This is an optimization exercise on Yosys and OpenROAD, whose aim is small area, a short achievable clock period and few clock cycles, not a production implementation.
Only simulation tests tie the RTL to the original design; equivalence was not proved.
Power figures rest on the tool's default switching activity, not on a simulated workload.

==> flow/design.v <==
module ssdv_huff_rom (
    input  wire        ac,
    input  wire        chroma,
    input  wire [3:0]  run,
    input  wire [3:0]  size,
    output reg  [4:0]  len,
    output reg  [15:0] code
);
    reg  [3:0] first16;
    reg  [7:0] base;
    always @(*) begin
        case ({chroma, run})
            5'h00: begin first16 = 4'd9; base = 8'h79; end
            5'h01: begin first16 = 4'd6; base = 8'h7e; end
            5'h02: begin first16 = 4'd5; base = 8'h84; end
            5'h03: begin first16 = 4'd4; base = 8'h8b; end
            5'h04: begin first16 = 4'd3; base = 8'h93; end
            5'h05: begin first16 = 4'd3; base = 8'h9b; end
            5'h06: begin first16 = 4'd3; base = 8'ha3; end
            5'h07: begin first16 = 4'd3; base = 8'hab; end
            5'h08: begin first16 = 4'd3; base = 8'hb3; end
            5'h09: begin first16 = 4'd2; base = 8'hbc; end
            5'h0a: begin first16 = 4'd2; base = 8'hc5; end
            5'h0b: begin first16 = 4'd2; base = 8'hce; end
            5'h0c: begin first16 = 4'd2; base = 8'hd7; end
            5'h0d: begin first16 = 4'd2; base = 8'he0; end
            5'h0e: begin first16 = 4'd1; base = 8'hea; end
            5'h0f: begin first16 = 4'd1; base = 8'hf4; end
            5'h10: begin first16 = 4'd11; base = 8'h00; end
            5'h11: begin first16 = 4'd7; base = 8'h81; end
            5'h12: begin first16 = 4'd6; base = 8'h86; end
            5'h13: begin first16 = 4'd5; base = 8'h8c; end
            5'h14: begin first16 = 4'd3; base = 8'h94; end
            5'h15: begin first16 = 4'd3; base = 8'h9c; end
            5'h16: begin first16 = 4'd3; base = 8'ha4; end
            5'h17: begin first16 = 4'd3; base = 8'hac; end
            5'h18: begin first16 = 4'd2; base = 8'hb5; end
            5'h19: begin first16 = 4'd2; base = 8'hbe; end
            5'h1a: begin first16 = 4'd2; base = 8'hc7; end
            5'h1b: begin first16 = 4'd2; base = 8'hd0; end
            5'h1c: begin first16 = 4'd2; base = 8'hd9; end
            5'h1d: begin first16 = 4'd2; base = 8'he2; end
            5'h1e: begin first16 = 4'd2; base = 8'heb; end
            5'h1f: begin first16 = 4'd2; base = 8'hf4; end
            default: begin first16 = 4'd11; base = 8'h00; end
        endcase
    end
    wire [7:0] lo16 = base + {4'd0, size};
    always @(*) begin
        len = 5'd0; code = 16'h0000;
        if (ac && size >= first16) begin
            len = 5'd16; code = {8'hFF, lo16};
        end else begin
            case ({ac, chroma, run, size})
                10'h000: begin len = 5'd2; code = 16'h0000; end
                10'h001: begin len = 5'd3; code = 16'h0002; end
                10'h002: begin len = 5'd3; code = 16'h0003; end
                10'h003: begin len = 5'd3; code = 16'h0004; end
                10'h004: begin len = 5'd3; code = 16'h0005; end
                10'h005: begin len = 5'd3; code = 16'h0006; end
                10'h006: begin len = 5'd4; code = 16'h000e; end
                10'h007: begin len = 5'd5; code = 16'h001e; end
                10'h008: begin len = 5'd6; code = 16'h003e; end
                10'h009: begin len = 5'd7; code = 16'h007e; end
                10'h00a: begin len = 5'd8; code = 16'h00fe; end
                10'h00b: begin len = 5'd9; code = 16'h01fe; end
                10'h100: begin len = 5'd2; code = 16'h0000; end
                10'h101: begin len = 5'd2; code = 16'h0001; end
                10'h102: begin len = 5'd2; code = 16'h0002; end
                10'h103: begin len = 5'd3; code = 16'h0006; end
                10'h104: begin len = 5'd4; code = 16'h000e; end
                10'h105: begin len = 5'd5; code = 16'h001e; end
                10'h106: begin len = 5'd6; code = 16'h003e; end
                10'h107: begin len = 5'd7; code = 16'h007e; end
                10'h108: begin len = 5'd8; code = 16'h00fe; end
                10'h109: begin len = 5'd9; code = 16'h01fe; end
                10'h10a: begin len = 5'd10; code = 16'h03fe; end
                10'h10b: begin len = 5'd11; code = 16'h07fe; end
                10'h200: begin len = 5'd4; code = 16'h000a; end
                10'h201: begin len = 5'd2; code = 16'h0000; end
                10'h202: begin len = 5'd2; code = 16'h0001; end
                10'h203: begin len = 5'd3; code = 16'h0004; end
                10'h204: begin len = 5'd4; code = 16'h000b; end
                10'h205: begin len = 5'd5; code = 16'h001a; end
                10'h206: begin len = 5'd7; code = 16'h0078; end
                10'h207: begin len = 5'd8; code = 16'h00f8; end
                10'h208: begin len = 5'd10; code = 16'h03f6; end
                10'h211: begin len = 5'd4; code = 16'h000c; end
                10'h212: begin len = 5'd5; code = 16'h001b; end
                10'h213: begin len = 5'd7; code = 16'h0079; end
                10'h214: begin len = 5'd9; code = 16'h01f6; end
                10'h215: begin len = 5'd11; code = 16'h07f6; end
                10'h221: begin len = 5'd5; code = 16'h001c; end
                10'h222: begin len = 5'd8; code = 16'h00f9; end
                10'h223: begin len = 5'd10; code = 16'h03f7; end
                10'h224: begin len = 5'd12; code = 16'h0ff4; end
                10'h231: begin len = 5'd6; code = 16'h003a; end
                10'h232: begin len = 5'd9; code = 16'h01f7; end
                10'h233: begin len = 5'd12; code = 16'h0ff5; end
                10'h241: begin len = 5'd6; code = 16'h003b; end
                10'h242: begin len = 5'd10; code = 16'h03f8; end
                10'h251: begin len = 5'd7; code = 16'h007a; end
                10'h252: begin len = 5'd11; code = 16'h07f7; end
                10'h261: begin len = 5'd7; code = 16'h007b; end
                10'h262: begin len = 5'd12; code = 16'h0ff6; end
                10'h271: begin len = 5'd8; code = 16'h00fa; end
                10'h272: begin len = 5'd12; code = 16'h0ff7; end
                10'h281: begin len = 5'd9; code = 16'h01f8; end
                10'h282: begin len = 5'd15; code = 16'h7fc0; end
                10'h291: begin len = 5'd9; code = 16'h01f9; end
                10'h2a1: begin len = 5'd9; code = 16'h01fa; end
                10'h2b1: begin len = 5'd10; code = 16'h03f9; end
                10'h2c1: begin len = 5'd10; code = 16'h03fa; end
                10'h2d1: begin len = 5'd11; code = 16'h07f8; end
                10'h2f0: begin len = 5'd11; code = 16'h07f9; end
                10'h300: begin len = 5'd2; code = 16'h0000; end
                10'h301: begin len = 5'd2; code = 16'h0001; end
                10'h302: begin len = 5'd3; code = 16'h0004; end
                10'h303: begin len = 5'd4; code = 16'h000a; end
                10'h304: begin len = 5'd5; code = 16'h0018; end
                10'h305: begin len = 5'd5; code = 16'h0019; end
                10'h306: begin len = 5'd6; code = 16'h0038; end
                10'h307: begin len = 5'd7; code = 16'h0078; end
                10'h308: begin len = 5'd9; code = 16'h01f4; end
                10'h309: begin len = 5'd10; code = 16'h03f6; end
                10'h30a: begin len = 5'd12; code = 16'h0ff4; end
                10'h311: begin len = 5'd4; code = 16'h000b; end
                10'h312: begin len = 5'd6; code = 16'h0039; end
                10'h313: begin len = 5'd8; code = 16'h00f6; end
                10'h314: begin len = 5'd9; code = 16'h01f5; end
                10'h315: begin len = 5'd11; code = 16'h07f6; end
                10'h316: begin len = 5'd12; code = 16'h0ff5; end
                10'h321: begin len = 5'd5; code = 16'h001a; end
                10'h322: begin len = 5'd8; code = 16'h00f7; end
                10'h323: begin len = 5'd10; code = 16'h03f7; end
                10'h324: begin len = 5'd12; code = 16'h0ff6; end
                10'h325: begin len = 5'd15; code = 16'h7fc2; end
                10'h331: begin len = 5'd5; code = 16'h001b; end
                10'h332: begin len = 5'd8; code = 16'h00f8; end
                10'h333: begin len = 5'd10; code = 16'h03f8; end
                10'h334: begin len = 5'd12; code = 16'h0ff7; end
                10'h341: begin len = 5'd6; code = 16'h003a; end
                10'h342: begin len = 5'd9; code = 16'h01f6; end
                10'h351: begin len = 5'd6; code = 16'h003b; end
                10'h352: begin len = 5'd10; code = 16'h03f9; end
                10'h361: begin len = 5'd7; code = 16'h0079; end
                10'h362: begin len = 5'd11; code = 16'h07f7; end
                10'h371: begin len = 5'd7; code = 16'h007a; end
                10'h372: begin len = 5'd11; code = 16'h07f8; end
                10'h381: begin len = 5'd8; code = 16'h00f9; end
                10'h391: begin len = 5'd9; code = 16'h01f7; end
                10'h3a1: begin len = 5'd9; code = 16'h01f8; end
                10'h3b1: begin len = 5'd9; code = 16'h01f9; end
                10'h3c1: begin len = 5'd9; code = 16'h01fa; end
                10'h3d1: begin len = 5'd11; code = 16'h07f9; end
                10'h3e1: begin len = 5'd14; code = 16'h3fe0; end
                10'h3f0: begin len = 5'd10; code = 16'h03fa; end
                10'h3f1: begin len = 5'd15; code = 16'h7fc3; end
                default: ;
            endcase
        end
    end
endmodule
module ssdv_recoder (
    input  wire        clk,
    input  wire        rst,
    input  wire        in_valid,
    output wire        in_ready,
    input  wire [1:0]  in_op,
    input  wire [11:0] in_coef,
    input  wire [7:0]  in_qs,
    input  wire [7:0]  in_qd,
    input  wire [1:0]  in_comp,
    input  wire        in_rb,
    input  wire        in_dec,
    output reg         out_valid,
    input  wire        out_ready,
    output reg  [7:0]  out_byte
);
    localparam OP_COEF = 2'd0, OP_EOB = 2'd1, OP_SYNC = 2'd2, OP_INIT = 2'd3;
    localparam W = 40;             
    localparam [3:0] T_AC = 4'd0, T_ACL = 4'd1, T_EOB = 4'd2, T_SYNC = 4'd3,
                     T_INIT = 4'd4;   
    wire stall;
    assign in_ready = !stall;
    wire adv = !stall;
    reg  [5:0]  k;
    reg         decb;
    reg  [15:0] dcs0, dcs1, dcs2;
    wire        is_dc  = (k == 6'd0);
    wire [15:0] v16    = {{4{in_coef[11]}}, in_coef};
    wire [15:0] dcs_c  = (in_comp == 2'd0) ? dcs0 : (in_comp == 2'd1) ? dcs1 : dcs2;
    wire [15:0] dc_abs = (decb && in_rb) ? v16 : (dcs_c + v16);
    wire [15:0] xb     = is_dc ? dc_abs : v16;
    reg  [3:0]  b_tag;
    always @(*) begin
        case (in_op)
            OP_COEF: b_tag = is_dc ? {1'b1, in_rb, in_comp} : (k == 6'd63) ? T_ACL : T_AC;
            OP_EOB:  b_tag = T_EOB;
            OP_SYNC: b_tag = T_SYNC;
            default: b_tag = T_INIT | {3'd0, in_dec};
        endcase
    end
    reg         bv;
    reg  [3:0]  btag;
    reg  [15:0] bx;            
    reg         bneg;
    reg  [7:0]  bqs, bqd;
    always @(posedge clk) begin
        if (rst) begin
            k <= 6'd0; decb <= 1'b0;
            dcs0 <= 16'd0; dcs1 <= 16'd0; dcs2 <= 16'd0;
            bv <= 1'b0;
        end else if (adv) begin
            bv <= in_valid;
            if (in_valid) begin
                case (in_op)
                    OP_COEF: begin
                        k <= k + 6'd1;
                        if (is_dc) begin
                            if (in_comp == 2'd0) dcs0 <= dc_abs;
                            if (in_comp == 2'd1) dcs1 <= dc_abs;
                            if (in_comp == 2'd2) dcs2 <= dc_abs;
                        end
                    end
                    OP_EOB: k <= 6'd0;
                    OP_INIT: begin
                        decb <= in_dec;
                        dcs0 <= 16'd0; dcs1 <= 16'd0; dcs2 <= 16'd0;
                    end
                    default: ;
                endcase
            end
        end
    end
    always @(posedge clk) begin
        if (adv) begin
            btag <= b_tag;
            bx   <= xb ^ {16{xb[15]}};
            bneg <= xb[15];
            bqs  <= in_qs;
            bqd  <= in_qd;
        end
    end
    function [45:0] csa;       
        input [22:0] a, b, c;
        begin
            csa[22:0]  = a ^ b ^ c;
            csa[45:23] = {(a[21:0] & b[21:0]) | (a[21:0] & c[21:0]) | (b[21:0] & c[21:0]), 1'b0};
        end
    endfunction
    reg  [22:0] pp [0:9];
    integer pi;
    always @(*) begin
        for (pi = 0; pi < 8; pi = pi + 1)
            pp[pi] = {7'd0, bx & {16{bqs[pi]}}} << pi;
        pp[8] = bneg ? {15'd0, bqs} : 23'd0;
        pp[9] = {16'd0, bqd[7:1]};
    end
    wire [45:0] c_l1a = csa(pp[0], pp[1], pp[2]);
    wire [45:0] c_l1b = csa(pp[3], pp[4], pp[5]);
    wire [45:0] c_l1c = csa(pp[6], pp[7], pp[8]);
    wire [45:0] c_l2a = csa(c_l1a[22:0], c_l1a[45:23], c_l1b[22:0]);
    wire [45:0] c_l2b = csa(c_l1b[45:23], c_l1c[22:0], c_l1c[45:23]);
    wire [45:0] c_l3  = csa(c_l2a[22:0], c_l2a[45:23], c_l2b[22:0]);
    wire [45:0] c_l4  = csa(c_l3[22:0], c_l3[45:23], c_l2b[45:23]);
    wire [45:0] c_l5  = csa(c_l4[22:0], c_l4[45:23], pp[9]);
    reg         cv;
    reg  [3:0]  ctag;
    reg  [22:0] cs, cc;
    reg  [7:0]  cqd;
    reg         cneg;
    always @(posedge clk) begin
        if (rst) cv <= 1'b0;
        else if (adv) cv <= bv;
        if (adv) begin
            ctag <= btag; cs <= c_l5[22:0]; cc <= c_l5[45:23]; cqd <= bqd; cneg <= bneg;
        end
    end
    function [9:0] div4;       
        input [7:0] r; input [1:0] b; input [7:0] d; input [9:0] d3;
        reg [9:0] sh; reg [10:0] t1, t2, t3;
        begin
            sh = {r, b};
            t1 = {1'b0, sh} - {3'b0, d};
            t2 = {1'b0, sh} - {2'b0, d, 1'b0};
            t3 = {1'b0, sh} - {1'b0, d3};
            if (!t3[10])      div4 = {2'd3, t3[7:0]};
            else if (!t2[10]) div4 = {2'd2, t2[7:0]};
            else if (!t1[10]) div4 = {2'd1, t1[7:0]};
            else              div4 = {2'd0, sh[7:0]};
        end
    endfunction
    wire [22:0] d_n   = cs + cc;
    wire        d_sat = (d_n[22:10] >= {5'd0, cqd});
    wire [9:0]  d_3   = {2'd0, cqd} + {1'b0, cqd, 1'b0};
    wire [9:0]  d_s0  = div4(d_n[17:10], d_n[9:8], cqd, d_3);
    reg         dv;
    reg  [3:0]  dtag;
    reg  [7:0]  drem;
    reg  [7:0]  dlo;
    reg  [1:0]  dq;
    reg         dsat;
    reg  [7:0]  dqd;
    reg  [9:0]  dd3;
    reg         dneg;
    always @(posedge clk) begin
        if (rst) dv <= 1'b0;
        else if (adv) dv <= cv;
        if (adv) begin
            dtag <= ctag; drem <= d_s0[7:0]; dlo <= d_n[7:0]; dq <= d_s0[9:8];
            dsat <= d_sat; dqd <= cqd; dd3 <= d_3; dneg <= cneg;
        end
    end
    wire [9:0]  e_s0 = div4(drem, dlo[7:6], dqd, dd3);
    wire [9:0]  e_s1 = div4(e_s0[7:0], dlo[5:4], dqd, dd3);
    reg         ev;
    reg  [3:0]  etag;
    reg  [7:0]  erem;
    reg  [3:0]  elo;
    reg  [5:0]  eq;
    reg         esat;
    reg  [7:0]  eqd;
    reg  [9:0]  ed3;
    reg         eneg;
    always @(posedge clk) begin
        if (rst) ev <= 1'b0;
        else if (adv) ev <= dv;
        if (adv) begin
            etag <= dtag; erem <= e_s1[7:0]; elo <= dlo[3:0];
            eq <= {dq, e_s0[9:8], e_s1[9:8]};
            esat <= dsat; eqd <= dqd; ed3 <= dd3; eneg <= dneg;
        end
    end
    wire [9:0]  f_s0  = div4(erem, elo[3:2], eqd, ed3);
    wire [9:0]  f_s1  = div4(f_s0[7:0], elo[1:0], eqd, ed3);
    wire [10:0] f_mag = esat ? ((etag[3] && eneg) ? 11'd1024 : 11'd1023)
                             : {1'b0, eq, f_s0[9:8], f_s1[9:8]};
    reg         fv;
    reg  [3:0]  ftag;
    reg  [10:0] fmag;
    reg         fneg;
    always @(posedge clk) begin
        if (rst) fv <= 1'b0;
        else if (adv) fv <= ev;
        if (adv) begin
            ftag <= etag; fmag <= f_mag; fneg <= eneg;
        end
    end
    reg         decg;
    reg  [11:0] ndd0, ndd1, ndd2;    
    function [3:0] size_of;
        input [10:0] m;
        integer i;
        begin
            size_of = 4'd0;
            for (i = 0; i < 11; i = i + 1)
                if (m[i]) size_of = i + 1;
        end
    endfunction
    wire        g_isdc  = ftag[3];
    wire [1:0]  g_comp  = ftag[1:0];
    wire        g_rb    = ftag[2];
    wire [11:0] g_nd    = (g_comp == 2'd0) ? ndd0 : (g_comp == 2'd1) ? ndd1 : ndd2;
    wire [11:0] g_m12   = {1'b0, fmag} ^ {12{fneg}};
    wire [11:0] g_e     = g_m12 + ((!decg && g_rb) ? 12'd0 : g_nd) + {11'd0, fneg};
    wire [11:0] g_newnd = ({1'b0, fmag} ^ {12{!fneg}}) + {11'd0, !fneg};
    wire [10:0] g_eabs  = g_e[10:0] ^ {11{g_e[11]}};
    wire [10:0] g_m     = g_isdc ? (g_eabs + {10'd0, g_e[11]}) : fmag;
    wire        g_n     = g_isdc ? g_e[11] : fneg;
    reg         gv;
    reg  [3:0]  gtag;
    reg  [10:0] gm;
    reg         gn;
    reg  [3:0]  gsize;
    always @(posedge clk) begin
        if (rst) begin
            gv <= 1'b0; decg <= 1'b0;
            ndd0 <= 12'd0; ndd1 <= 12'd0; ndd2 <= 12'd0;
        end else if (adv) begin
            gv <= fv;
            if (fv && g_isdc) begin
                if (g_comp == 2'd0) ndd0 <= g_newnd;
                if (g_comp == 2'd1) ndd1 <= g_newnd;
                if (g_comp == 2'd2) ndd2 <= g_newnd;
            end
            if (fv && ftag[3:1] == 3'b010) begin
                decg <= ftag[0];
                ndd0 <= 12'd0; ndd1 <= 12'd0; ndd2 <= 12'd0;
            end
        end
        if (adv) begin
            gtag <= ftag; gm <= g_m; gn <= g_n; gsize <= size_of(g_m);
        end
    end
    reg         dech;
    reg         g;             
    reg  [5:0]  run;
    wire        h_isdc = gtag[3];
    wire        h_gch  = (gtag[1:0] != 2'd0);
    wire        h_ac   = (gtag[3:1] == 3'b000);
    wire        h_acl  = (gtag == T_ACL);
    wire        h_eob  = (gtag == T_EOB);
    wire        h_sync = (gtag == T_SYNC);
    wire        h_init = (gtag[3:1] == 3'b010);
    wire        h_zero = (gsize == 4'd0);
    wire        h_zrl  = h_ac && !h_zero && (run >= 6'd16);
    wire        h_g    = h_isdc ? h_gch : g;
    wire [10:0] h_vb   = (gn ? ~gm : gm) & ~(11'h7FF << gsize);
    wire [4:0]  rom_len;
    wire [15:0] rom_code;
    ssdv_huff_rom u_rom (.ac(!h_isdc), .chroma(h_g),
                         .run(h_isdc ? 4'd0 : run[3:0]), .size(gsize),
                         .len(rom_len), .code(rom_code));
    reg         pv;
    reg  [4:0]  plen;
    reg  [25:0] pbits;
    reg  [W-1:0] acc;
    reg  [5:0]  cnt;
    reg         zpend;
    wire        room    = ({1'b0, cnt} + {1'b0, plen}) <= W;
    wire        p_hold  = pv && !room;
    wire        p_take  = pv && room;
    wire [2:0]  h_pad   = 3'd0 - (cnt[2:0] + (p_take ? plen[2:0] : 3'd0));
    reg         h_push;
    reg  [4:0]  h_len;
    reg  [25:0] h_bits;
    always @(*) begin
        h_push = 1'b0; h_len = 5'd0; h_bits = 26'd0;
        if (h_isdc || (h_ac && !h_zero && !h_zrl)) begin
            h_push = 1'b1;
            h_len  = rom_len + {1'b0, gsize};
            h_bits = ({10'd0, rom_code} << gsize) | {15'd0, h_vb};
        end else if (h_zrl) begin
            h_push = 1'b1;
            h_len  = g ? 5'd10 : 5'd11;
            h_bits = g ? 26'h3FA : 26'h7F9;
        end else if (h_eob || h_acl) begin
            h_push = 1'b1;
            h_len  = g ? 5'd2 : 5'd4;
            h_bits = g ? 26'd0 : 26'd10;
        end else if (h_sync) begin
            h_push = 1'b1;
            h_len  = {2'd0, h_pad};
            h_bits = {19'd0, ~(7'h7F << h_pad)};
        end
    end
    wire        init_ok = !pv && (cnt < 6'd8);
    wire        h_done  = !gv || (h_init ? init_ok :
                                  (h_zrl ? 1'b0 : (!h_push || !p_hold)));
    assign stall = !h_done;
    always @(posedge clk) begin
        if (rst) begin
            dech <= 1'b0; g <= 1'b0; run <= 6'd0;
        end else if (gv) begin
            if (h_isdc) begin
                if (!p_hold) begin
                    g   <= h_gch;
                    run <= 6'd0;
                end
            end else if (h_ac) begin
                if (h_zero) begin
                    if (h_acl) begin
                        if (!p_hold) run <= 6'd0;
                    end else begin
                        run <= run + 6'd1;
                    end
                end else if (!p_hold) begin
                    if (h_zrl) run <= run - 6'd16;
                    else       run <= 6'd0;
                end
            end else if (h_eob) begin
                if (!p_hold) run <= 6'd0;
            end else if (h_init) begin
                if (init_ok) dech <= gtag[0];
            end
        end
    end
    wire        out_free = !out_valid || out_ready;
    wire        pop      = out_free && !zpend && (cnt >= 6'd8);
    wire [5:0]  amt      = W[5:0] - cnt - {1'b0, plen};
    wire [W+25:0] placed = {{W{1'b0}}, pbits} << amt;
    wire [W-1:0] acc_or  = p_take ? (acc | placed[W-1:0]) : acc;
    always @(posedge clk) begin
        if (rst) begin
            pv <= 1'b0; acc <= {W{1'b0}}; cnt <= 6'd0; zpend <= 1'b0;
            out_valid <= 1'b0; out_byte <= 8'd0;
        end else begin
            if (!p_hold) begin
                pv    <= gv && h_push;
                plen  <= h_len;
                pbits <= h_bits;
            end
            acc <= pop ? {acc_or[W-9:0], 8'd0} : acc_or;
            cnt <= cnt - (pop ? 6'd8 : 6'd0) + (p_take ? {1'b0, plen} : 6'd0);
            if (out_free) begin
                if (zpend) begin
                    out_valid <= 1'b1;
                    out_byte  <= 8'h00;
                    zpend     <= 1'b0;
                end else if (cnt >= 6'd8) begin
                    out_valid <= 1'b1;
                    out_byte  <= acc[W-1:W-8];
                    if (dech && acc[W-1:W-8] == 8'hFF) zpend <= 1'b1;
                end else begin
                    out_valid <= 1'b0;
                end
            end
        end
    end
endmodule
==> flow/run.sh <==
#!/bin/bash
# synth_recipe.tcl (not shown) runs the flow's synth.tcl, then flattens the netlist and writes it again
# the make line also repeats each setting of config.mk as NAME=value (left out here)
make -C /OpenROAD-flow-scripts/flow DESIGN_CONFIG=/design/flow/config.mk WORK_HOME=/design/flow/orfs CLKGATE_MAP_FILE= SYNTH_SCRIPT=/design/flow/synth_recipe.tcl finish
==> flow/config.mk <==
export PLATFORM = sky130hd
export DESIGN_NAME = ssdv_recoder
export DESIGN_NICKNAME = ssdv_recoder
export VERILOG_FILES = /design/flow/design.v
export SDC_FILE = /design/flow/constraint.sdc
export NUM_CORES = 4
export LEC_CHECK = 0
export CAP_MARGIN = 20
export CORE_MARGIN = 2
export CORE_UTILIZATION = 40
export PLACE_DENSITY = 0.6
export SETUP_SLACK_MARGIN = 3.0
export SLEW_MARGIN = 20
export SYNTH_MEMORY_MAX_BITS = 65536
==> flow/constraint.sdc <==
create_clock -name core_clock -period 8.0 [get_ports {clk}]
set_input_delay 1.6000 -clock core_clock [delete_from_list [all_inputs] [get_ports {clk}]]
set_output_delay 1.6000 -clock core_clock [all_outputs]
set_load 0.01 [all_outputs]
==> qor.yml, run 1 <==
status: "complete, no violations"
die_w_um: 296.4
yosysSeqAreaShare_pct: 30.88
crit_path_top_delay_cell: "or4_4"
clock.fmax_mhz: 198.6
rows: 107
slowest_delay_ps: 490
wl_per_cell_um: 18.32
cp_max_fo: 7
grt_pass1_vias: 26950
crit_buf_inv: 4
postRouteAntennaNets: 0
async_flop_share_pct: 0
cp-start-kind: "register"
worst_pin_slew_ps: 1088
area_growth_pct: 14.10
ys_seq_elements: 406
ys_types: 99
grt_antenna_before_repair: 0
hpwl_mm: 68.49
routed_wl_mm: 92.91
p_comb_share_pct: 64.2
core_area_sq_um: 85010
period_needed_ps: 5035
slew_headroom_pct: 26.90
diodes: 0
syn-num-nets: 4283
cts_tree: "done"
power.density_nw_per_um2: 410.8
rsz0062_at_grt: "yes"
fin_nets: 4329
num_vias: 28130
netSwitchingFraction_pct: 45.05
cap_viol_max_count: 0
grt_pass1_wl_mm: 148.3
fin_tns_setup_ps: 0
yosys_warnings: 3
hold_violations: 0
seq_power_share_pct: 20.9
hold_buffers: 0
drc: 0
io_buffers: 47
power.share.clock_pct: 14.9
place.gp.congestion: 0.9917
crit_family: "simple AND/OR/NAND/NOR gates"
htreeDepth: 2
p_leak_nw: 16.89
cts_buffers: 51
grt_max_degree: 167
cpMostUsedCell: "nor2_1"
crit_path_end_kind: "register"
finalSetupViolations: 0
synth_edf_count: 243
cts.sinks: 406
irDropWorstVdd_v: 0.0002958
dr.pass1.iters: 6
min_period_over_period_pct: 62.94
die_h_um: 296.4
grt_util_all_layers_pct: 20.95
p_int_w: 0.008809
boundaryPins: 48
synth_flop_cell: "edfxtp_1"
nFillCells: 8205
clk_latency_ps: 640
syn_avg_cell_area_sq_um: 8.907
worst-setup-path-type: "register to register"
vias_per_cell: 5.545
ctsLongestPathBuffers: 3
hold_path_class: "register to register"
fin_skew_ps: 61.66
cp.arrival_ps: 5360
clk_pin_slew_ps: 60
syn_inst: 3840
worst_ep_required_time_ps: 8330
syn_area_sq_um: 34200
whs_ps: 416.9
dieArea_sq_um: 87860
start_util_pct: 40.23
p_sw_w: 0.007223
layout-drive-gt1-share_pct: 10.46
cts-root-buf: "clkbuf_16"
path_cells: "buf_12 > buf_6 > buf_4 > mux2i_1 > nor2_1 > a21oi_2 > nor2_1 > ha_1 > a21o_1 > a41o_4 > xnor2_4 > xnor2_2 > ha_2 > inv_2 > or2_4 > nor2_4 > nand3_4 > nor3_4 > nor3_1 > or3_4 > or4_4 > or3_1"
drt_iter0_drc: 2267
grt_overflow: 0
drv_slew: 0
-- synthesized netlist by cell type (20+ instances only) --
cell	n	share of area, %
mux4_2	22	1.4
nand3_1	85	1.2
dfxtp_1	163	9.5
mux2i_1	173	5.1
nand2b_1	39	0.71
a211oi_1	62	1.4
a31oi_1	30	0.55
o31ai_1	21	0.46
inv_1	346	3.8
buf_1	20	0.22
edfxtp_1	243	21
o21bai_1	23	0.50
o22ai_1	32	0.59
and3_1	21	0.38
nand4_1	29	0.53
nor2b_1	55	1.0
or3_1	32	0.59
xor2_1	76	1.9
ha_1	294	11
clkbuf_1	130	1.4
nor3_1	67	0.98
and2_1	113	2.1
a21o_1	69	1.5
nand2_1	353	3.9
o21ai_0	191	2.8
xnor2_1	105	2.7
a21oi_1	230	3.4
fa_1	111	6.5
buf_2	22	0.32
nor2_1	340	3.7
-- kinds of logic after synthesis --
family | after synthesis | synth area share [%]
fa+ha+maj | 405 | 17.25
flops | 406 | 30.88
compound gates | 864 | 16.33
xor+xnor | 185 | 4.898
simple gates | 1244 | 17.68
mux | 212 | 7.093
buf+inv | 524 | 5.875
-- power by group through the flow --
stage               clock (W)  combinational, W  sequential [W]
global route          0.00253            0.0117         0.00341
global placement            0           0.00936         0.00341
floorplan                   0           0.00731         0.00323
CTS                   0.00245           0.00987         0.00336
detailed placement          0           0.00946         0.00341
finish                0.00239            0.0103         0.00335
-- layer usage --
| layer | global-route usage (%) | vias to the layer above | share of wire [%] |
|---|---|---|---|
| met5 | 0 | - | 0 |
| met4 | 7.317 | 0 | 3.4 |
| met3 | 2.398 | 159 | 4.7 |
| met2 | 33.80 | 686 | 46 |
| met1 | 29.06 | 13560 | 46 |
| li1 | - | 13730 | - |
-- cell type report --
cell class / instances / area, sq um / share of cell area [%]
Clock buffer: 65 / 1424 / 3.648
Sequential cell: 406 / 10560 / 27.06
Inverter: 350 / 1319 / 3.379
Timing Repair Buffer: 167 / 1495 / 3.831
Clock inverter: 30 / 355.3 / 0.9105
Tap cell: 1144 / 1431 / 3.668
Multi-Input combinational cell: 2910 / 22440 / 57.50
-- through the flow --
stage                     instances  setup slack [ps]  area [sq um]  utilization (%)  total power [W]
final                          5072              2965         39030            45.91          0.01603
after global routing           5072              2761         39030            45.91          0.01761
after CTS                      5041              3006         38320            45.08          0.01568
after detailed placement       4906              1786         35950            42.28          0.01288
after global placement         4906              1890         35950            42.28          0.01277
after floorplan                3840              2944         34410                -          0.01055
-- state kept, by name (all words and copies together) (netlist names), 9 cells and up --
| signal | flops |
|---|---|
| dcs2 | 16 |
| ndd0 | 12 |
| cs | 23 |
| acc | 40 |
| bx | 15 |
| dcs1 | 16 |
| ed3 | 9 |
| ndd2 | 12 |
| dcs0 | 16 |
| dd3 | 9 |
| ndd1 | 12 |
| gm | 11 |
| fmag | 11 |
| cc | 22 |
| pbits | 26 |
-- cell usage in the layout (no fill, tap or decap), types with 20 or more instances in the layout --
cell type and n:
a21oi_1 206, edfxtp_1 243, o21bai_1 22, mux4_2 22, buf_4 107, o22ai_1 31, a21o_1 69, or3_1 29
mux2i_1 170, nand2b_1 38, nand4_1 29, a211oi_1 58, and3_1 20, xor2_1 72, o21ai_1 31, fa_1 107
nor2_1 330, a21oi_2 22, dfxtp_1 162, clkbuf_16 53, and2_1 113, nand2_1 352, nor2b_1 51, nand3_1 84
nor3_1 64, xnor2_1 95, o21ai_0 155, clkdlybuf4s50_1 43, a31oi_1 29, inv_1 341, ha_1 282
-- worst paths after layout --
kind	startpoint	end	slack [ps]	depth (start not counted)
setup / recovery	ftag[0]	gsize[3]	2970	22
hold / removal	dneg	eneg	420	0
setup reg to reg	ftag[0]	gsize[3]	2970	22
hold reg to reg	dneg	eneg	420	0
-- timing repair --
item,in CTS,in global routing
gates resized for setup,65,128
setup buffers,39,31
endpoints found under the setup margin,82,72
gates cloned,1,0
pin swaps,16,52
Testbench counts, summed over its fixed seeds: cycles 22,021.
==> run 2, diff against run 1 <==
--- a/flow/config.mk
+++ b/flow/config.mk
@@ -12,3 +12,4 @@
 export SETUP_SLACK_MARGIN = 3.0
 export SLEW_MARGIN = 20
 export SYNTH_MEMORY_MAX_BITS = 65536
+export TNS_END_PERCENT = 10
==> run 2 against run 1 <==
  * Area after synthesis is the same
  * Flip-flop and latch count is the same
  * Synthesized cell count is the same
  * Critical path depth grew 2
  * Core utilization shrank 0.60 points
  * Combinational power is essentially flat
  * Die area is the same
  * Sequential share of layout area grew 0.36 points
  * Clock-buffer cell count grew 6
  * Via count shrank 1.2%
  * Critical endpoint unchanged
==> qor.yml, run 2 <==
status: "complete, no violations"
crit_path_top_delay_cell: "or4_4"
clk_latency_ps: 610
crit_path_end_kind: "register"
ys_seq_elements: 406
syn_inst: 3840
die_h_um: 296.4
p_leak_nw: 16.63
fin_skew_ps: 24.19
worst-setup-path-type: "register to register"
worst_ep_required_time_ps: 8340
whs_ps: 416.8
dieArea_sq_um: 87860
power.density_nw_per_um2: 407.4
dr.pass1.iters: 7
final_cell_mix: "nand2_1, inv_1, nor2_1"
drt_iter0_drc: 1838
start_util_pct: 40.23
fin_tns_setup_ps: 0
syn-num-nets: 4283
grt.busiest_layer: "met2"
grt_pass1_wl_mm: 147.8
cp-start-kind: "register"
cp.arrival_ps: 5290
async_flop_share_pct: 0
nFillCells: 8278
finish.utilization_pct: 45.30
ys_types: 99
syn_area_sq_um: 34200
top_register: "acc"
largest_registers: "acc (40), pbits (26), cs (23)"
worst_pin_slew_ps: 1115
use_met3_pct: 2.570
grt_max_degree: 162
cts-root-buf: "clkbuf_16"
largest_register_ffs: 40
min_period_over_period_pct: 61.84
yosysTopAreaCell: "edfxtp_1"
drc: 0
yosys.cell_count.top_type: "nand2_1"
cts_buffers: 49
cts.sinks: 406
grt_antenna_before_repair: 1
boundaryPins: 48
met2_usage_pct: 33.63
clk_pin_slew_ps: 60
synth_adder_area_share_pct: 17.25
routed_wl_mm: 92.30
io_buffers: 47
die_w_um: 296.4
hpwl_mm: 68.66
place.gp.congestion: 0.9845
syn_avg_cell_area_sq_um: 8.907
synth_common_cells: "nand2_1, inv_1, nor2_1, ha_1, edfxtp_1"
hold_violations: 0
synth_area_leaders: "edfxtp_1, ha_1, dfxtp_1"
core_area_sq_um: 85010
use_met1_pct: 29.05
synth_top_family_by_area: "simple AND/OR/NAND/NOR gates"
path_cells: "buf_12 > buf_4 > mux2i_1 > o21ai_1 > nand2_1 > inv_1 > ha_1 > a21o_1 > a21oi_2 > o21ai_2 > and2_4 > a41o_4 > xnor2_4 > xnor2_2 > ha_2 > inv_1 > or2_2 > nor2_2 > nand3_2 > nor3_2 > nor3_1 > or3_4 > or4_4 > or3_1"
yosysSeqAreaShare_pct: 30.88
finalSetupViolations: 0
fin_nets: 4300
area_growth_pct: 12.61
muxShareOfSynthArea_pct: 7.093
rows: 107
wl_per_cell_um: 18.30
grt_util_all_layers_pct: 20.82
yosys_warnings: 3
cts_tree: "done"
hold_path_class: "register to register"
postRouteAntennaNets: 0
period_needed_ps: 4947
synth_flop_cell: "edfxtp_1"
grt_pass1_vias: 26720
final_common_cell: "nand2_1"
slew_headroom_pct: 25.40
cpMostUsedCell: "inv_1"
cap_viol_max_count: 0
cp_max_fo: 9
htreeDepth: 2
ctsLongestPathBuffers: 3
rsz0062_at_grt: "yes"
drv_slew: 0
vias_per_cell: 5.510
num_vias: 27790
irDropWorstVdd_v: 0.0002913
synth_edf_count: 243
layout-drive-gt1-share_pct: 9.056
grt_overflow: 0
synthXorXnorAreaFrac_pct: 4.898
clock.fmax_mhz: 202.1
slowest_delay_ps: 430
synth_compound_area_share_pct: 16.33
yosys.area_share.simple_pct: 17.68
synth_top_area_share_pct: 21.33
## run 2: changes by cell type in the layout (fill, tap and decap cells not counted), sizes merged, moves of 2 or more
cell	delta
buf	-29
clkinv	-10
clkinvlp	+2
bufinv	-2
clkbuf	+9
## run 2: per-stage QoR
| step | total power, W | cell area (sq um) | setup WS, ps | std cells |
|---|---|---|---|---|
| after floorplan | 0.01052 | 34340 | 2879 | 3840 |
| after global placement | 0.01280 | 35910 | 1927 | 4905 |
| after detailed placement | 0.01288 | 35910 | 1859 | 4905 |
| after CTS | 0.01557 | 38100 | 2930 | 5027 |
| after global routing | 0.01724 | 38510 | 2781 | 5042 |
| final | 0.01569 | 38510 | 3053 | 5043 |
## run 2: area by class of cell
class | count | area, sq um | share of cell area, %
Clock buffer | 71 | 1485 | 3.856
Timing Repair Buffer | 139 | 1255 | 3.258
Inverter | 350 | 1318 | 3.421
Multi-Input combinational cell | 2911 | 22230 | 57.71
Sequential cell | 406 | 10560 | 27.42
Clock inverter | 21 | 234.0 | 0.6075
Antenna cell | 1 | 2.502 | 0.006497
Tap cell | 1144 | 1431 | 3.716
## run 2: timing repair
item | 4_1_cts | 5_1_grt
endpoints found under the setup margin | 78 | 89
hold buffers | 0 | 0
setup buffers | 29 | 14
pin swaps | 13 | 16
resized for setup | 60 | 69
gates cloned | 1 | 1
## run 2: kinds of logic after synthesis
family	count (synthesis)
and+or+nand+nor	1244
buffers and inverters	524
adders and majority gates	405
AOI/OAI and AO/OA	864
DFF	406
xor gates and xnor gates	185
muxes	212
## run 2: worst paths after layout
kind,from,to,slack [ps],cells after the start
min reg2reg,dlo[2],elo[2],420,0
min,dlo[2],elo[2],420,0
max reg2reg,ftag[0],gsize[3],3050,24
max,ftag[0],gsize[3],3050,24
## run 2: power breakdown
part | internal (W) | leakage, nW | total, W | switching (W)
clock network | 0.00137 | 0.837 | 0.00234 | 0.000967
registers | 0.00299 | 3.89 | 0.00336 | 0.000370
logic | 0.00423 | 11.9 | 0.00999 | 0.00576
total | 0.00860 | 16.6 | 0.0157 | 0.00709
## run 2: routing by layer
metal,part of all wire [%],wire [um]
met3,4.7,4302
met2,46,42180
met5,0.013,12
met1,47,43030
met4,3.0,2776
## run 2: worst max-delay path, delay by kind of cell (launching register included)
| kind | cells | cell delay, ps |
|---|---|---|
| and+or+nand+nor | 10 | 2190 |
| buffers and inverters | 4 | 440 |
| AOI/OAI and AO/OA | 5 | 840 |
| DFF | 1 | 410 |
| xor gates and xnor gates | 2 | 270 |
| muxes | 1 | 110 |
| adders and majority gates | 2 | 430 |
==> run 3, diff against run 2 <==
--- a/flow/config.mk
+++ b/flow/config.mk
@@ -9,7 +9,6 @@
 export CORE_MARGIN = 2
 export CORE_UTILIZATION = 40
 export PLACE_DENSITY = 0.6
-export SETUP_SLACK_MARGIN = 3.0
+export SETUP_SLACK_MARGIN = 2.6
 export SLEW_MARGIN = 20
 export SYNTH_MEMORY_MAX_BITS = 65536
-export TNS_END_PERCENT = 10
==> run 3 against run 2 <==
  * Register-to-register slack worse by 210 ps
  * Non-clock buffer count unchanged
  * Global-route usage is 0.17 points higher
  * Design area fell by 0.97%
  * First-iteration DRC count grew 9.4%
  * Clock power shrank 2%
  * Clock-buffer cell count shrank 2
  * Area after synthesis did not move
==> qor.yml, run 3 <==
postRouteAntennaNets: 0
largest_register_ffs: 40
finish.utilization_pct: 44.87
syn_inst: 3840
synth_flop_cell: "edfxtp_1"
crit_path_end_kind: "output pin"
syn_area_sq_um: 34200
dieArea_sq_um: 87860
clk_latency_ps: 630
min_period_over_period_pct: 64.41
htreeDepth: 2
yosys.area_share.simple_pct: 17.68
reg2reg_slack_ps: 2850
start_util_pct: 40.23
cts.sinks: 406
cp.arrival_ps: 3550
synth_edf_count: 243
period_needed_ps: 5153
fin_nets: 4299
grt_pass1_vias: 26350
p_leak_nw: 16.58
die_w_um: 296.4
cp-start-kind: "register"
worst_ep_required_time_ps: 6400
drc: 0
fin_skew_ps: 63.49
status: "complete, no violations"
synth_compound_area_share_pct: 16.33
cp_max_fo: 18
routed_wl_mm: 92.82
boundaryPins: 48
grt_overflow: 0
postPlaceCellArea_sq_um: 35900
design_area_sq_um: 38140
holdCritStartpoint: "dlo[2]"
top_register: "acc"
r2r-start: "dlo[6]"
power.density_nw_per_um2: 405.3
ctsLongestPathBuffers: 3
synth_common_cells: "nand2_1, inv_1, nor2_1, ha_1, edfxtp_1"
hold_violations: 0
ys_types: 99
cts_tree: "done"
min_path_cells: 0
area_growth_pct: 11.52
fin_tns_setup_ps: 0
yosysTopAreaCell: "edfxtp_1"
stdcell_count: 5041
vias_per_cell: 5.517
post-place-cells: 4910
wl_per_cell_um: 18.41
synth_top_area_share_pct: 21.33
synth_area_leaders: "edfxtp_1, ha_1, dfxtp_1"
yosys.cell_count.top_type: "nand2_1"
r2r_end: "erem[1]"
final_cell_mix: "nand2_1, inv_1, nor2_1"
muxShareOfSynthArea_pct: 7.093
yosysSeqAreaShare_pct: 30.88
final_common_cell: "nand2_1"
rsz0062_at_grt: "yes"
async_flop_share_pct: 0
irDropWorstVdd_v: 0.0002473
synth_top_family_by_area: "simple AND/OR/NAND/NOR gates"
clk_pin_slew_ps: 60
grt_max_degree: 165
cap_viol_max_count: 0
drv_slew: 0
syn_avg_cell_area_sq_um: 8.907
hold_path_class: "register to register"
finalSetupViolations: 0
cts-root-buf: "clkbuf_16"
place.gp.congestion: 0.9545
whs_ps: 417.8
worst_hold_path.endpoint: "elo[2]"
num_vias: 27810
worst_pin_slew_ps: 1107
clock.fmax_mhz: 194.1
yosys_warnings: 3
synthXorXnorAreaFrac_pct: 4.898
rr_worst_depth: 23
diodes: 0
grt_util_all_layers_pct: 20.99
die_h_um: 296.4
dr.pass1.iters: 6
worst-setup-path-type: "register to output pin"
core_area_sq_um: 85010
grt_antenna_before_repair: 0
drt_iter0_drc: 2011
rows: 107
grt_pass1_wl_mm: 147.9
slew_headroom_pct: 26.19
cts_buffers: 49
syn-num-nets: 4283
nFillCells: 8310
io_buffers: 47
layout-drive-gt1-share_pct: 7.724
hpwl_mm: 69.76
synth_adder_area_share_pct: 17.25
ys_seq_elements: 406
largest_registers: "acc (40), pbits (26), cs (23)"
==> run 3: kinds of logic after synthesis <==
family,after synthesis
compound gates,864
xor+xnor,185
fa+ha+maj,405
buf+inv,524
flops,406
mux,212
simple gates,1244
==> run 3: worst max path at each step <==
stage / slack [ps] / cells past startpoint / to / startpoint
2_1_floorplan: 2620 / 25 / gsize[3] / ftag[1]
3_3_place_gp: 1810 / 15 / bx[11] / in_comp[0]
3_5_place_dp: 1760 / 16 / bx[5] / in_comp[0]
4_1_cts: 2610 / 22 / plen[4] / run[0]
5_1_grt: 2560 / 23 / erem[1] / dlo[6]
6_report: 2850 / 12 / in_ready / plen[0]
==> run 3: stage by stage <==
step | setup slack, ps | total power, W
2_1_floorplan | 2624 | 0.01050
3_3_place_gp | 1812 | 0.01277
3_5_place_dp | 1763 | 0.01287
4_1_cts | 2607 | 0.01537
5_1_grt | 2562 | 0.01698
6_report | 2847 | 0.01546
==> run 3: cell type report <==
cell class	count	area, sq um	share of cell area (%)
sequential	406	10560	27.69
multi-input combinational	2910	21930	57.51
tap	1144	1431	3.753
clock buffer	69	1454	3.812
timing repair buffer	139	1219	3.195
inverter	350	1318	3.454
clock inverter	23	224.0	0.5872
==> run 3: routing by layer <==
layer	routed length, um	up-vias	GRT usage, %
met5	0	-	0
met2	42340	646	33.54
li1	-	13670	-
met3	4709	128	2.533
met4	2421	0	5.900
met1	43350	13370	29.83
==> run 3: where the power goes <==
part | total (W) | internal, W | leakage, nW | switching (W)
combinational | 0.00978 | 0.00412 | 11.9 | 0.00566
clock | 0.00230 | 0.00135 | 0.838 | 0.000957
sequential | 0.00337 | 0.00299 | 3.89 | 0.000383
==> run 3: repair_timing <==
| item | 4_1_cts | 5_1_grt |
|---|---|---|
| gates resized for setup | 23 | 41 |
| hold buffers | 0 | 0 |
| pin swaps | 3 | 9 |
| buffers inserted | 16 | 23 |
| endpoints found under the setup margin | 38 | 70 |
==> run 3: worst max-delay path, stage by stage, from the launching register on <==
cell,delay [ps]
edfxtp_1,420
ha_1,240
inv_1,70
fa_1,200
nor2b_1,60
o21ai_1,170
or4b_2,600
mux2i_1,170
a41oi_1,100
and3_4,240
a31oi_4,180
buf_12,190
dlygate4sd2_1,290
==> run 4, diff against run 3 <==
--- a/flow/config.mk
+++ b/flow/config.mk
@@ -9,6 +9,6 @@
 export CORE_MARGIN = 2
 export CORE_UTILIZATION = 40
 export PLACE_DENSITY = 0.6
-export SETUP_SLACK_MARGIN = 2.6
+export SETUP_SLACK_MARGIN = 3.5
 export SLEW_MARGIN = 20
 export SYNTH_MEMORY_MAX_BITS = 65536
==> run 4 against run 3 <==
  * Largest cell class unchanged
  * Sequential share of layout area fell by 2.0 points
  * Highest routed layer unchanged
  * Flip-flop and latch count did not move
  * Critical path depth rose by 11
==> qor.yml, run 4 <==
status: "complete, no violations"
drt_iter0_drc: 1998
slowest_delay_ps: 440
async_flop_share_pct: 0
routed_wl_mm: 94.56
dieArea_sq_um: 87860
dr.pass1.iters: 7
stdcell_count: 5197
p_total_w: 0.01786
cp-start-kind: "register"
core_area_sq_um: 85010
area_growth_pct: 20.36
place.gp.congestion: 0.9452
min_period_over_period_pct: 61.73
clock.fmax_mhz: 202.5
r2r_end: "gsize[3]"
syn_inst: 3840
path_cells: "buf_12 > buf_4 > mux2i_1 > nor2_1 > a21oi_1 > nor2_1 > ha_1 > a21oi_2 > o31ai_2 > a21o_1 > a41o_4 > xnor2_4 > xnor2_2 > ha_2 > inv_2 > or2_4 > nor2_2 > nand3_2 > nor3_2 > nor3_1 > or3_4 > or4_4 > or3_1"
hpwl_mm: 66.90
grt_pass1_wl_mm: 149.7
rr_worst_depth: 23
drv_slew: 0
htreeDepth: 2
worst-setup-path-type: "register to register"
synth_edf_count: 243
io_buffers: 47
cpMostUsedCell: "nor2_1"
cts_tree: "done"
fin_nets: 4457
vias_per_cell: 5.537
ys_types: 99
grt_max_degree: 102
cp.arrival_ps: 5250
wl_per_cell_um: 18.20
crit_start: "ftag[0]"
final_common_cell: "nand2_1"
layout-drive-gt1-share_pct: 17.00
fin_tns_setup_ps: 0
post-place-cells: 4904
cap_viol_max_count: 0
num_vias: 28780
worst_pin_slew_ps: 1114
postRouteAntennaNets: 0
syn_avg_cell_area_sq_um: 8.907
diodes: 0
hold_buffers: 0
top_register: "acc"
syn_area_sq_um: 34200
ctsLongestPathBuffers: 3
yosys_warnings: 3
synth_top_area_share_pct: 21.33
cp_max_fo: 5
fin_skew_ps: 60.94
reg2reg_slack_ps: 3060
worst_ep_required_time_ps: 8310
worstSetupEndpoint: "gsize[3]"
cts-root-buf: "clkbuf_16"
slew_headroom_pct: 25.75
period_needed_ps: 4938
r2r-start: "ftag[0]"
grt_antenna_before_repair: 1
p_leak_nw: 17.77
irDropWorstVdd_v: 0.0003790
yosys.cell_count.top_type: "nand2_1"
syn-num-nets: 4283
yosysTopAreaCell: "edfxtp_1"
grt_util_all_layers_pct: 21.02
hold_violations: 0
largest_register_ffs: 40
largest_registers: "acc (40), pbits (26), cs (23)"
rsz0062_at_grt: "yes"
synth_common_cells: "nand2_1, inv_1, nor2_1, ha_1, edfxtp_1"
power.density_nw_per_um2: 433.7
hold_path_class: "register to register"
clk_latency_ps: 620
start_util_pct: 40.23
boundaryPins: 48
final_cell_mix: "nand2_1, inv_1, nor2_1"
grt_pass1_vias: 27860
cts.sinks: 406
crit_path_top_delay_cell: "edfxtp_1"
synth_area_leaders: "edfxtp_1, ha_1, dfxtp_1"
clk_pin_slew_ps: 60
yosysSeqAreaShare_pct: 30.88
finish.utilization_pct: 48.43
whs_ps: 396.1
grt_overflow: 0
rows: 107
cts_buffers: 48
synth_flop_cell: "edfxtp_1"
crit_path_end_kind: "register"
min_path_cells: 0
die_w_um: 296.4
die_h_um: 296.4
ys_seq_elements: 406
finalSetupViolations: 0
drc: 0
## run 4: how the worst min path moves through the flow
| stage | endpoint | start | slack [ps] |
|---|---|---|---|
| after floorplan | cqd[0] | bqd[0] | 400 |
| after global placement | dneg | cneg | 400 |
| after detailed placement | dneg | cneg | 400 |
| after CTS | dtag[2] | ctag[2] | 390 |
| after global routing | dtag[1] | ctag[1] | 410 |
| final | dtag[2] | ctag[2] | 400 |
## run 4: worst max-delay path: cells and delay by family, from the launching register on
kind	cells	cell delay [ps]
flops	1	440
xor+xnor	2	300
compound gates	5	780
buf+inv	3	350
fa+ha+maj	2	540
simple gates	10	2100
mux	1	110
## run 4: kinds of logic after synthesis
kind of cell / share of synthesized area [%]
AO/OA/AOI/OAI: 16.33
AND/OR/NAND/NOR: 17.68
flip-flops: 30.88
adder cells (fa/ha/maj): 17.25
XOR/XNOR: 4.898
multiplexers: 7.093
buffers and inverters: 5.875
## run 4: metal layers
layer | GRT usage [%] | share of wire, % | up-vias
li1 | - | - | 13990
met1 | 27.69 | 44 | 13840
met2 | 35.66 | 49 | 757
met3 | 2.428 | 4.6 | 195
met4 | 7.366 | 3.3 | 0
met5 | 0 | 0 | -
## run 4: area by class of cell
| class | count | area, sq um |
|---|---|---|
| well taps | 1144 | 1431 |
| fillers | 7984 | 43840 |
| repair buffers | 298 | 2691 |
| multi-input cells | 2910 | 23450 |
| inverters | 350 | 1333 |
| flip-flops and latches | 406 | 10570 |
| clock buffers | 66 | 1363 |
| clock inverters | 23 | 336.6 |
## run 4: what timing repair did
action,4_1_cts,5_1_grt
setup endpoints to repair,182,161
setup buffers,128,70
gates resized for setup,208,206
cloned,4,2
pin swaps,83,141
## run 4: where the power goes
group / internal, W / total (W) / switching, W
Clock: 0.00137 / 0.00230 / 0.000930
Combinational: 0.00555 / 0.0122 / 0.00666
Sequential: 0.00299 / 0.00335 / 0.000362
Total: 0.00991 / 0.0179 / 0.00795
## run 4: metrics by stage
stage	area (sq um)	worst slack [ps]
after floorplan	34630	2987
after global placement	36070	1916
after detailed placement	36070	1814
after CTS	39680	3096
after global routing	41170	2849
final	41170	3062
==> run 5, diff against run 4 <==
--- a/flow/config.mk
+++ b/flow/config.mk
@@ -7,8 +7,8 @@
 export LEC_CHECK = 0
 export CAP_MARGIN = 20
 export CORE_MARGIN = 2
-export CORE_UTILIZATION = 40
-export PLACE_DENSITY = 0.6
-export SETUP_SLACK_MARGIN = 3.5
+export CORE_UTILIZATION = 60
+export PLACE_DENSITY = 0.75
+export SETUP_SLACK_MARGIN = 3.0
 export SLEW_MARGIN = 20
 export SYNTH_MEMORY_MAX_BITS = 65536
==> run 5 against run 4 <==
  * Setup slack got worse by 250 ps
  * Combinational power fell by 16%
  * Synthesized cell count did not move
  * Clock skew fell by 24 ps
  * Core utilization rose by 19 points
  * Die area fell by 33%
  * Fmax fell by 4.8%
  * Total power fell by 11%
  * Area after synthesis did not move
  * Worst hold slack improved by 21 ps
  * Via count fell by 0.19%
  * Critical path type unchanged
  * Largest cell class unchanged
==> qor.yml, run 5 <==
drt-met1-wl_mm: 38.43
cp.arrival_ps: 5490
finish.utilization_pct: 67.79
grt_util_all_layers_pct: 30.28
period_needed_ps: 5188
worst_ep_required_time_ps: 8300
grt_pass1_wl_mm: 145.5
grt_overflow: 0
htreeDepth: 2
vias_per_cell: 6.137
rows: 87
synth_area_leaders: "edfxtp_1, ha_1, dfxtp_1"
p_leak_nw: 16.77
routed_wl_mm: 91.25
syn_area_sq_um: 34200
boundaryPins: 48
grt_max_degree: 166
hold_path_class: "register to register"
syn_inst: 3840
grt_pass1_vias: 27800
route.met2.wl_mm: 43.99
io_buffers: 47
cts_buffers: 45
min_period_over_period_pct: 64.86
area_growth_pct: 11.75
cts.sinks: 406
top_register: "acc"
synth_common_cells: "nand2_1, inv_1, nor2_1, ha_1, edfxtp_1"
cp_max_fo: 6
clk_latency_ps: 590
yosysSeqAreaShare_pct: 30.88
holdCritStartpoint: "dq[0]"
syn_avg_cell_area_sq_um: 8.907
rsz0062_at_grt: "yes"
synth_flop_cell: "edfxtp_1"
fin_tns_setup_ps: 0
post-place-cells: 4517
cp-start-kind: "register"
layout-drive-gt1-share_pct: 9.888
diodes: 0
p_total_w: 0.01582
power.density_nw_per_um2: 414.0
die_h_um: 242.8
start_util_pct: 60.66
num_vias: 28720
reg2reg_slack_ps: 2810
drt_iter0_drc: 2643
postRouteAntennaNets: 0
cap_viol_max_count: 0
die_w_um: 242.8
slew_headroom_pct: 24.61
worst_hold_path.endpoint: "eq[4]"
place.gp.congestion: 1.054
drc: 0
stdcell_count: 4680
dr.pass1.iters: 6
cts_tree: "done"
yosysTopAreaCell: "edfxtp_1"
r2r-start: "ftag[0]"
clock.fmax_mhz: 192.7
final_common_cell: "nand2_1"
finalSetupViolations: 0
final_cell_mix: "nand2_1, inv_1, nor2_1"
yosys_warnings: 3
rr_worst_depth: 23
cts-root-buf: "clkbuf_16"
wl_per_cell_um: 19.50
largest_register_ffs: 40
clk_pin_slew_ps: 60
crit_path_end_kind: "register"
hold_violations: 0
ys_types: 99
irDropWorstVdd_v: 0.0004486
status: "complete, no violations"
worst-setup-path-type: "register to register"
r2r_end: "gsize[3]"
syn-num-nets: 4283
dr.max_layer_used: "met4"
drv_slew: 0
fin_skew_ps: 36.58
synth_top_area_share_pct: 21.33
dieArea_sq_um: 58930
worst_pin_slew_ps: 1127
dr_wl_met3_mm: 4.636
grt_antenna_before_repair: 0
async_flop_share_pct: 0
core_area_sq_um: 56390
hpwl_mm: 66.35
ys_seq_elements: 406
ctsLongestPathBuffers: 3
largest_registers: "acc (40), pbits (26), cs (23)"
yosys.cell_count.top_type: "nand2_1"
fin_nets: 4331
synth_edf_count: 243
min_path_cells: 0
[run 5: cell families after synthesis]
kind of cell    synth area share (%)
mux                            7.093
simple gates                   17.68
buf+inv                        5.875
fa+ha+maj                      17.25
compound gates                 16.33
xor+xnor                       4.898
flops                          30.88
[run 5: power breakdown]
part | switching [W] | internal (W)
clock | 0.000879 | 0.00125
sequential | 0.000386 | 0.00299
combinational | 0.00591 | 0.00440
total | 0.00718 | 0.00864
[run 5: worst max path at each step]
stage	to	from	slack, ps
after floorplan	gsize[3]	ftag[0]	2940
after global placement	bx[2]	in_comp[0]	1810
after detailed placement	bx[5]	in_comp[0]	1750
after CTS	gsize[3]	ftag[0]	2870
after global routing	gsize[3]	ftag[0]	2630
final	gsize[3]	ftag[0]	2810
[run 5: per-layer routing]
layer	track usage, %	vias to the layer above
met2	50.92	944
met1	39.21	13800
met4	13.55	0
met3	3.715	244
met5	0	-
li1	-	13730
[run 5: cell type report]
type	instances	area [sq um]
clock inverter	21	201.4
sequential	406	10560
inverter	350	1325
clock buffer	62	1313
tap	756	945.9
timing repair buffer	175	1573
multi-input combinational	2910	22300
fill	4561	18160
[run 5: metrics by stage]
| step | hold slack [ps] | setup slack, ps | instance area (sq um) |
|---|---|---|---|
| floorplan | 400.3 | 2944 | 34410 |
| global placement | 401.7 | 1810 | 35460 |
| detailed placement | 405.4 | 1749 | 35460 |
| CTS | 418.4 | 2873 | 37490 |
| global route | 423.1 | 2633 | 38220 |
| finish | 416.7 | 2812 | 38220 |
[run 5: worst max-delay path, cell delays in order (launching register included)]
cell and delay, ps:
edfxtp_1 480, buf_12 190, mux2i_1 140, nor2_1 60, a21oi_1 130, nor2_1 70
ha_1 340, o21a_1 210, o21ai_2 240, o31ai_1 110, a21o_1 190, a41o_4 290
xnor2_4 190, xnor2_2 130, ha_2 240, inv_1 50, or2_4 260, nor2_4 100
nand3_4 110, nor3_4 220, nor3_1 60, or3_4 370, or4_4 430, or3_1 310
[run 5: what timing repair did]
item | in CTS | in global routing
resized for setup | 56 | 90
setup endpoints to repair | 81 | 73
hold buffers | 0 | 0
cloned | 1 | 1
hold endpoints to repair | 0 | 0
buffers inserted | 30 | 48
pin swaps | 10 | 33
==> run 6, diff against run 5 <==
--- a/flow/design.v
+++ b/flow/design.v
@@ -365,14 +365,17 @@
     wire [11:0] g_m12   = {1'b0, fmag} ^ {12{fneg}};
     wire [11:0] g_e     = g_m12 + ((!decg && g_rb) ? 12'd0 : g_nd) + {11'd0, fneg};
     wire [11:0] g_newnd = ({1'b0, fmag} ^ {12{!fneg}}) + {11'd0, !fneg};
-    wire [10:0] g_eabs  = g_e[10:0] ^ {11{g_e[11]}};
-    wire [10:0] g_m     = g_isdc ? (g_eabs + {10'd0, g_e[11]}) : fmag;
-    wire        g_n     = g_isdc ? g_e[11] : fneg;
+    wire [10:0] g_u     = g_e[10:0] ^ {11{g_e[11]}};
+    wire        g_mask  = &(g_u[9:0] | ~g_u[10:1]);
+    wire [3:0]  g_dsize = size_of(g_u) + {3'd0, g_e[11] && g_mask};
+    wire [10:0] g_dvb   = g_e[11] ? (g_e[10:0] - 11'd1) : g_e[10:0];
+    wire [3:0]  g_size  = g_isdc ? g_dsize : size_of(fmag);
+    wire [10:0] g_vb    = g_isdc ? g_dvb : (fmag ^ {11{fneg}});
     reg         gv;
     reg  [3:0]  gtag;
-    reg  [10:0] gm;
-    reg         gn;
+    reg  [10:0] gvb;           
     reg  [3:0]  gsize;
+    reg         gpush;         
     always @(posedge clk) begin
         if (rst) begin
             gv <= 1'b0; decg <= 1'b0;
@@ -390,7 +393,8 @@
             end
         end
         if (adv) begin
-            gtag <= ftag; gm <= g_m; gn <= g_n; gsize <= size_of(g_m);
+            gtag <= ftag; gvb <= g_vb; gsize <= g_size;
+            gpush <= !(ftag[3:1] == 3'b010) && !(ftag == T_AC && fmag == 11'd0);
         end
     end
     reg         dech;
@@ -406,7 +410,7 @@
     wire        h_zero = (gsize == 4'd0);
     wire        h_zrl  = h_ac && !h_zero && (run >= 6'd16);
     wire        h_g    = h_isdc ? h_gch : g;
-    wire [10:0] h_vb   = (gn ? ~gm : gm) & ~(11'h7FF << gsize);
+    wire [10:0] h_vb   = gvb & ~(11'h7FF << gsize);
     wire [4:0]  rom_len;
     wire [15:0] rom_code;
     ssdv_huff_rom u_rom (.ac(!h_isdc), .chroma(h_g),
@@ -417,8 +421,9 @@
     reg  [25:0] pbits;
     reg  [W-1:0] acc;
     reg  [5:0]  cnt;
+    reg  [5:0]  ncnt;          
     reg         zpend;
-    wire        room    = ({1'b0, cnt} + {1'b0, plen}) <= W;
+    wire        room    = ({1'b0, plen} <= ncnt);
     wire        p_hold  = pv && !room;
     wire        p_take  = pv && room;
     wire [2:0]  h_pad   = 3'd0 - (cnt[2:0] + (p_take ? plen[2:0] : 3'd0));
@@ -447,7 +452,7 @@
     end
     wire        init_ok = !pv && (cnt < 6'd8);
     wire        h_done  = !gv || (h_init ? init_ok :
-                                  (h_zrl ? 1'b0 : (!h_push || !p_hold)));
+                                  (h_zrl ? 1'b0 : (!gpush || !p_hold)));
     assign stall = !h_done;
     always @(posedge clk) begin
         if (rst) begin
@@ -478,21 +483,22 @@
     end
     wire        out_free = !out_valid || out_ready;
     wire        pop      = out_free && !zpend && (cnt >= 6'd8);
-    wire [5:0]  amt      = W[5:0] - cnt - {1'b0, plen};
+    wire [5:0]  amt      = ncnt - {1'b0, plen};
     wire [W+25:0] placed = {{W{1'b0}}, pbits} << amt;
     wire [W-1:0] acc_or  = p_take ? (acc | placed[W-1:0]) : acc;
     always @(posedge clk) begin
         if (rst) begin
-            pv <= 1'b0; acc <= {W{1'b0}}; cnt <= 6'd0; zpend <= 1'b0;
+            pv <= 1'b0; acc <= {W{1'b0}}; cnt <= 6'd0; ncnt <= W[5:0]; zpend <= 1'b0;
             out_valid <= 1'b0; out_byte <= 8'd0;
         end else begin
             if (!p_hold) begin
-                pv    <= gv && h_push;
+                pv    <= gv && gpush;
                 plen  <= h_len;
                 pbits <= h_bits;
             end
             acc <= pop ? {acc_or[W-9:0], 8'd0} : acc_or;
             cnt <= cnt - (pop ? 6'd8 : 6'd0) + (p_take ? {1'b0, plen} : 6'd0);
+            ncnt <= ncnt + (pop ? 6'd8 : 6'd0) - (p_take ? {1'b0, plen} : 6'd0);
             if (out_free) begin
                 if (zpend) begin
                     out_valid <= 1'b1;
--- a/flow/config.mk
+++ b/flow/config.mk
@@ -7,8 +7,9 @@
 export LEC_CHECK = 0
 export CAP_MARGIN = 20
 export CORE_MARGIN = 2
-export CORE_UTILIZATION = 60
-export PLACE_DENSITY = 0.75
-export SETUP_SLACK_MARGIN = 3.0
+export CORE_UTILIZATION = 40
+export PLACE_DENSITY = 0.6
+export SETUP_SLACK_MARGIN = 3.3
 export SLEW_MARGIN = 20
 export SYNTH_MEMORY_MAX_BITS = 65536
+export TNS_END_PERCENT = 5
==> run 6 against run 5 <==
  * Total power is 1.1% higher
  * Fmax is 8.6% higher
  * Combinational power about the same
  * Core utilization shrank 23 points
  * Largest cell class unchanged
  * Area after synthesis down 0.20%
  * Via count is 3.5% lower
  * Wire length shrank 0.81%
  * Global-route usage is 9.9 points lower
  * Clock-buffer cell count down 1
  * Sequential share of layout area increased by 0.21 points
  * Flip-flop and latch count up 6
  * Register-to-register slack better by 540 ps
==> qor.yml, run 6 <==
fin_tns_setup_ps: 0
period_needed_ps: 4780
rows: 107
synth_top_family_by_area: "adder cells"
crit_family: "compound AO/OA/AOI/OAI gates"
clk_latency_ps: 610
syn-num-nets: 4276
cts.sinks: 412
cts-root-buf: "clkbuf_16"
crit_path_top_delay_cell: "a311oi_4"
top_register: "acc"
synth_area_leaders: "edfxtp_1, ha_1, dfxtp_1"
async_flop_share_pct: 0
grt_util_all_layers_pct: 20.36
muxShareOfSynthArea_pct: 7.144
syn_avg_cell_area_sq_um: 8.910
rsz0062_at_grt: "yes"
ys_seq_elements: 412
nFillCells: 8359
worst-setup-path-type: "register to output pin"
syn_area_sq_um: 34140
ys_types: 101
largest_register_ffs: 40
synth_adder_area_share_pct: 17.38
yosysSeqAreaShare_pct: 31.29
worst_pin_slew_ps: 1064
synth_edf_count: 243
yosysTopAreaCell: "edfxtp_1"
finalSetupViolations: 0
cp-start-kind: "register"
crit_path_end_kind: "output pin"
grt_pass1_wl_mm: 144.6
cts_buffers: 50
hold_violations: 0
drc: 0
boundaryPins: 48
power.density_nw_per_um2: 417.2
ctsLongestPathBuffers: 3
synth_top_area_share_pct: 21.38
clk_pin_slew_ps: 50
yosys.area_share.simple_pct: 16.92
crit_buf_inv: 3
diodes: 0
grt_antenna_before_repair: 0
dr.pass1.iters: 5
p_total_w: 0.01600
area_growth_pct: 12.35
worst_ep_required_time_ps: 6400
stdcell_count: 5049
num_vias: 27720
cp.arrival_ps: 3180
hpwl_mm: 66.36
dieArea_sq_um: 87690
hold_path_class: "register to register"
cts_tree: "done"
min_period_over_period_pct: 59.75
vias_per_cell: 5.490
final_cell_mix: "nor2_1, inv_1, nand2_1"
cp_max_fo: 3
fin_nets: 4313
layout-drive-gt1-share_pct: 8.784
wl_per_cell_um: 17.93
slowest_delay_ps: 520
slew_headroom_pct: 28.95
final_common_cell: "nor2_1"
synthXorXnorAreaFrac_pct: 4.615
synth_flop_cell: "edfxtp_1"
post-place-cells: 4892
irDropWorstVdd_v: 0.0002530
p_leak_nw: 16.26
yosys_warnings: 3
largest_registers: "acc (40), pbits (26), cs (23)"
htreeDepth: 2
yosys.cell_count.top_type: "nor2_1"
syn_inst: 3831
drt_iter0_drc: 1898
routed_wl_mm: 90.51
start_util_pct: 40.22
grt_overflow: 0
synth_common_cells: "nor2_1, inv_1, ha_1, nand2_1, edfxtp_1"
postRouteAntennaNets: 0
clock.fmax_mhz: 209.2
drv_slew: 0
fin_skew_ps: 39.46
core_area_sq_um: 84880
synth_compound_area_share_pct: 16.53
grt_pass1_vias: 26760
path_cells: "ha_4 > inv_2 > fa_2 > a21o_1 > a21oi_4 > o2111ai_4 > a311oi_4 > clkinvlp_4 > buf_6"
status: "complete, no violations"
place.gp.congestion: 0.9791
hold_buffers: 0
io_buffers: 47
cap_viol_max_count: 0
die_w_um: 296.1
grt_max_degree: 118
die_h_um: 296.1
-- run 6: layer usage --
metal / global-route usage [%] / share of wire [%] / up-vias
met4: 7.083 / 3.3 / 0
li1: - / - / 13600
met5: 0 / 0 / -
met2: 34.68 / 48 / 691
met1: 26.76 / 45 / 13230
met3: 2.211 / 4.0 / 198
-- run 6: power by group --
group | internal (W) | switching [W] | total [W]
clock network | 0.00137 | 0.000942 | 0.00231
registers | 0.00306 | 0.000394 | 0.00346
logic | 0.00438 | 0.00585 | 0.0102
total | 0.00881 | 0.00719 | 0.0160
-- run 6: area by class of cell --
class	count	area, sq um	share of cell area, %
Sequential cell	412	10680	27.85
Tap cell	1144	1431	3.732
Multi-Input combinational cell	2890	21850	56.98
Clock buffer	61	1348	3.514
Inverter	357	1351	3.523
Clock inverter	28	330.3	0.8613
Timing Repair Buffer	157	1355	3.533
-- run 6: final timing paths --
check	start	depth (start not counted)	to	slack [ps]
setup / recovery	plen[0]	9	in_ready	3220
hold / removal	dq[0]	0	eq[4]	420
setup reg to reg	elo[2]	23	fmag[0]	3350
hold reg to reg	dq[0]	0	eq[4]	420
-- run 6: stage by stage --
stage | hold slack (ps) | cell area (sq um) | util [%] | setup slack [ps]
floorplan | 400.3 | 34190 | - | 1761
global placement | 400.1 | 35700 | 42.06 | 2099
detailed placement | 404.5 | 35700 | 42.06 | 2102
CTS | 418.8 | 37860 | 44.60 | 3180
global route | 426.3 | 38350 | 45.18 | 3083
finish | 417.2 | 38350 | 45.18 | 3220
-- run 6: logic make-up (layout without fill, tap and decap cells) --
logic type | count (synthesis) | count (layout)
flip-flops | 412 | 412
AND/OR/NAND/NOR | 1204 | 1204
adder cells (fa/ha/maj) | 407 | 407
AO/OA/AOI/OAI | 864 | 864
buffers and inverters | 529 | 603
XOR/XNOR | 179 | 179
multiplexers | 236 | 236
-- run 6: what timing repair did --
action,CTS,global route
pin swaps,11,24
endpoints found under the setup margin,214,90
setup buffers,38,29
resized for setup,50,67
cloned,0,1
Testbench counts of run 6, summed over its fixed seeds: cycles 22,021.

## what the ideal ports hide
The flow's constraints put no driver on any port. The routed layouts listed below were extracted and timed again, unchanged, in two steps.
Step 1, drivers: a clkbuf_16 drives clk and a buf_2 each remaining input, both assumed.
Step 2 moves the port delays by t, midway between the first and last clock arrival at a register: inputs arrive t later, outputs are due t later. That takes back most of the time a late clock gives input paths.
a / b / c = ideal ports / drivers / drivers and shift; a / b = the first two.
run | t (ns) | slack for setup (ns) | worst setup path after step 2 | worst register clock-pin slew, ns
run 1 | 0.676 | 2.965 / 2.965 / 2.632 | input to register | 0.07 / 0.07
run 2 | 0.673 | 3.053 / 2.995 / 2.587 | input to register | 0.08 / 0.08
run 3 | 0.661 | 2.847 / 2.781 / 2.327 | input to register | 0.07 / 0.07
run 4 | 0.651 | 3.062 / 3.062 / 2.980 | input to register | 0.07 / 0.07
run 5 | 0.635 | 2.812 / 2.812 / 2.581 | input to register | 0.07 / 0.07
run 6 | 0.654 | 3.220 / 3.157 / 2.885 | input to register | 0.06 / 0.06
After both steps setup and hold are still met in every run listed. For run 3, which loses most, drivers alone change the setup slack by -0.066 ns; drivers and shift together by -0.520 ns.
